This is an optimization exercise on Yosys and OpenROAD, whose aim is small area, a short achievable clock period and few clock cycles, not a production implementation.
Power figures rest on the tool's default switching activity, not on a simulated workload.

## csum_codec
module csum_codec (
    input  wire         clk,
    input  wire         rst,
    input  wire         start,
    input  wire [31:0]  cmd,
    input  wire [7:0]   blen,
    input  wire [623:0] frame,
    output wire         ready,
    output reg          done,
    output wire [7:0]   status,
    output wire [15:0]  value
);
    localparam MAX_PAYLOAD = 64;
    localparam HDR_BYTES   = 14;
    wire [15:0] csum_field = {frame[8*8 +: 8], frame[9*8 +: 8]};
    wire [31:0] len_field  = {frame[10*8 +: 8], frame[11*8 +: 8],
                              frame[12*8 +: 8], frame[13*8 +: 8]};
    wire cmd_legal = (cmd[31:8] == 24'd0) &&
                     (cmd[7:0] == 8'h01 || cmd[7:0] == 8'h02);
    wire runt      = (blen < HDR_BYTES);
    wire oversize  = (len_field > MAX_PAYLOAD);
    wire truncated = ({1'b0, blen} < (9'd14 + {2'b00, len_field[6:0]}));
    wire frame_bad = runt || oversize || truncated;
    wire [6:0] len7 = frame[13*8 +: 7];
    wire [3:0] lh = len7[6:3];
    wire [2:0] ll = len7[2:0];
    wire [7:0] hgt, heq, lgt;
    assign hgt[0] = lh[3] | (lh[2] & ~lh[3]) | (lh[1] & ~lh[3] & ~lh[2]) | (lh[0] & ~lh[3] & ~lh[2] & ~lh[1]);
    assign hgt[1] = lh[3] | (lh[2] & ~lh[3]) | (lh[1] & ~lh[3] & ~lh[2]);
    assign hgt[2] = lh[3] | (lh[2] & ~lh[3]) | (lh[0] & ~lh[3] & ~lh[2] & lh[1]);
    assign hgt[3] = lh[3] | (lh[2] & ~lh[3]);
    assign hgt[4] = lh[3] | (lh[1] & ~lh[3] & lh[2]) | (lh[0] & ~lh[3] & lh[2] & ~lh[1]);
    assign hgt[5] = lh[3] | (lh[1] & ~lh[3] & lh[2]);
    assign hgt[6] = lh[3] | (lh[0] & ~lh[3] & lh[2] & lh[1]);
    assign hgt[7] = lh[3];
    assign heq[0] = ~lh[3] & ~lh[2] & ~lh[1] & ~lh[0];
    assign heq[1] = ~lh[3] & ~lh[2] & ~lh[1] & lh[0];
    assign heq[2] = ~lh[3] & ~lh[2] & lh[1] & ~lh[0];
    assign heq[3] = ~lh[3] & ~lh[2] & lh[1] & lh[0];
    assign heq[4] = ~lh[3] & lh[2] & ~lh[1] & ~lh[0];
    assign heq[5] = ~lh[3] & lh[2] & ~lh[1] & lh[0];
    assign heq[6] = ~lh[3] & lh[2] & lh[1] & ~lh[0];
    assign heq[7] = ~lh[3] & lh[2] & lh[1] & lh[0];
    assign lgt[0] = ll[2] | (ll[1] & ~ll[2]) | (ll[0] & ~ll[2] & ~ll[1]);
    assign lgt[1] = ll[2] | (ll[1] & ~ll[2]);
    assign lgt[2] = ll[2] | (ll[0] & ~ll[2] & ll[1]);
    assign lgt[3] = ll[2];
    assign lgt[4] = (ll[1] & ll[2]) | (ll[0] & ll[2] & ~ll[1]);
    assign lgt[5] = (ll[1] & ll[2]);
  ...
export LEC_CHECK = 0
export CAP_MARGIN = 20
export CORE_AREA = 10 10 250 250
export CTS_BUF_LIST = sky130_fd_sc_hd__clkbuf_4 sky130_fd_sc_hd__clkbuf_8
export DIE_AREA = 0 0 260 260
export SETUP_SLACK_MARGIN = 2.5
export SLEW_MARGIN = 20
export SYNTH_HIERARCHICAL = 1
create_clock -name core_clock -period 8.0 [get_ports {clk}]
standard.sh (not shown) runs the stock make flow with config.mk's settings and CLKGATE_MAP_FILE= SYNTH_SCRIPT=/design/flow/synth_recipe.tcl, a recipe that flattens the netlist after the stock synthesis.
==> flow/flow/run.sh <==
#!/bin/bash
# The standard layout, with the port buffers made as buf_1 cells (every
# input and output port still gets its own buffer).
set -euo pipefail
export BUFFER_PORTS_ARGS="-buffer_cell sky130_fd_sc_hd__buf_1"
bash standard.sh synth > synth.log 2>&1
bash standard.sh finish > layout.log 2>&1
Rerun with:
--- a/flow/config.mk
+++ b/flow/config.mk
@@ -9,5 +9,4 @@
 export CORE_AREA = 10 10 250 250
-export CTS_BUF_LIST = sky130_fd_sc_hd__clkbuf_4 sky130_fd_sc_hd__clkbuf_8
 export DIE_AREA = 0 0 260 260
-export SETUP_SLACK_MARGIN = 2.5
+export SETUP_SLACK_MARGIN = 2.0
 export SLEW_MARGIN = 20
Effect: Power decreases by 1.6%; global-route usage decreases by 0.35 points; cell area decreases by about 6%; wire length decreases by about 1.6%.
Rerun with:
--- a/flow/config.mk
+++ b/flow/config.mk
@@ -7,2 +7,3 @@
 export LEC_CHECK = 0
+export ABC_CLOCK_PERIOD_IN_PS = 1500
 export CAP_MARGIN = 20
Outcome:
- via count is unchanged
- fmax stays the same
- design area does not change
Rerun with:
--- a/flow/config.mk
+++ b/flow/config.mk
@@ -7,3 +7,2 @@
 export LEC_CHECK = 0
-export ABC_CLOCK_PERIOD_IN_PS = 1500
 export CAP_MARGIN = 20
@@ -11,3 +10,3 @@
 export DIE_AREA = 0 0 260 260
-export SETUP_SLACK_MARGIN = 2.0
+export SETUP_SLACK_MARGIN = 3.0
 export SLEW_MARGIN = 20
Outcome: The changed run went through all stages and came out clean; count of clock-buffer cells in the layout is unchanged; clock power decreases by about 7%; fmax increases by 5.0%.
No run of this note included a check of the RTL's function; only the layout flow was run.

port drivers added, routing unchanged:
The results above use ideal ports. As a check the final layouts listed here were re-extracted and re-timed, cells and wires unchanged.
Step 1: set_driving_cell puts a clkbuf_16 on clk and a buf_2 on each other input, an assumption about the parent block.
Step 2, shift: input delay + t, output delay - t, t = (earliest + latest rising clock arrival at the registers) / 2. This alone moves slack from input paths to output paths.
Slacks: no drivers / after step 1 / after step 2; pairs: no drivers / after step 1.
run | t, ns | slack for setup (ns) | worst register clock-pin slew, ns | worst data-port slew with drivers (ns) | pins driven straight from the clock port
the first run | 0.404 | 2.449 / 2.403 / 1.999 | 0.11 / 0.11 | 0.19 | 1
the second run | 0.407 | 2.076 / 2.093 / 1.686 | 0.07 / 0.07 | 0.14 | 1
the third run | 0.407 | 2.076 / 2.093 / 1.686 | 0.07 / 0.07 | 0.14 | 1
the fourth run | 0.397 | 2.355 / 2.299 / 1.903 | 0.06 / 0.06 | 0.16 | 1
After both steps every run listed still meets setup and hold. For the fourth run, which loses most, drivers alone change the setup slack by -0.056 ns; drivers and shift together by -0.452 ns.
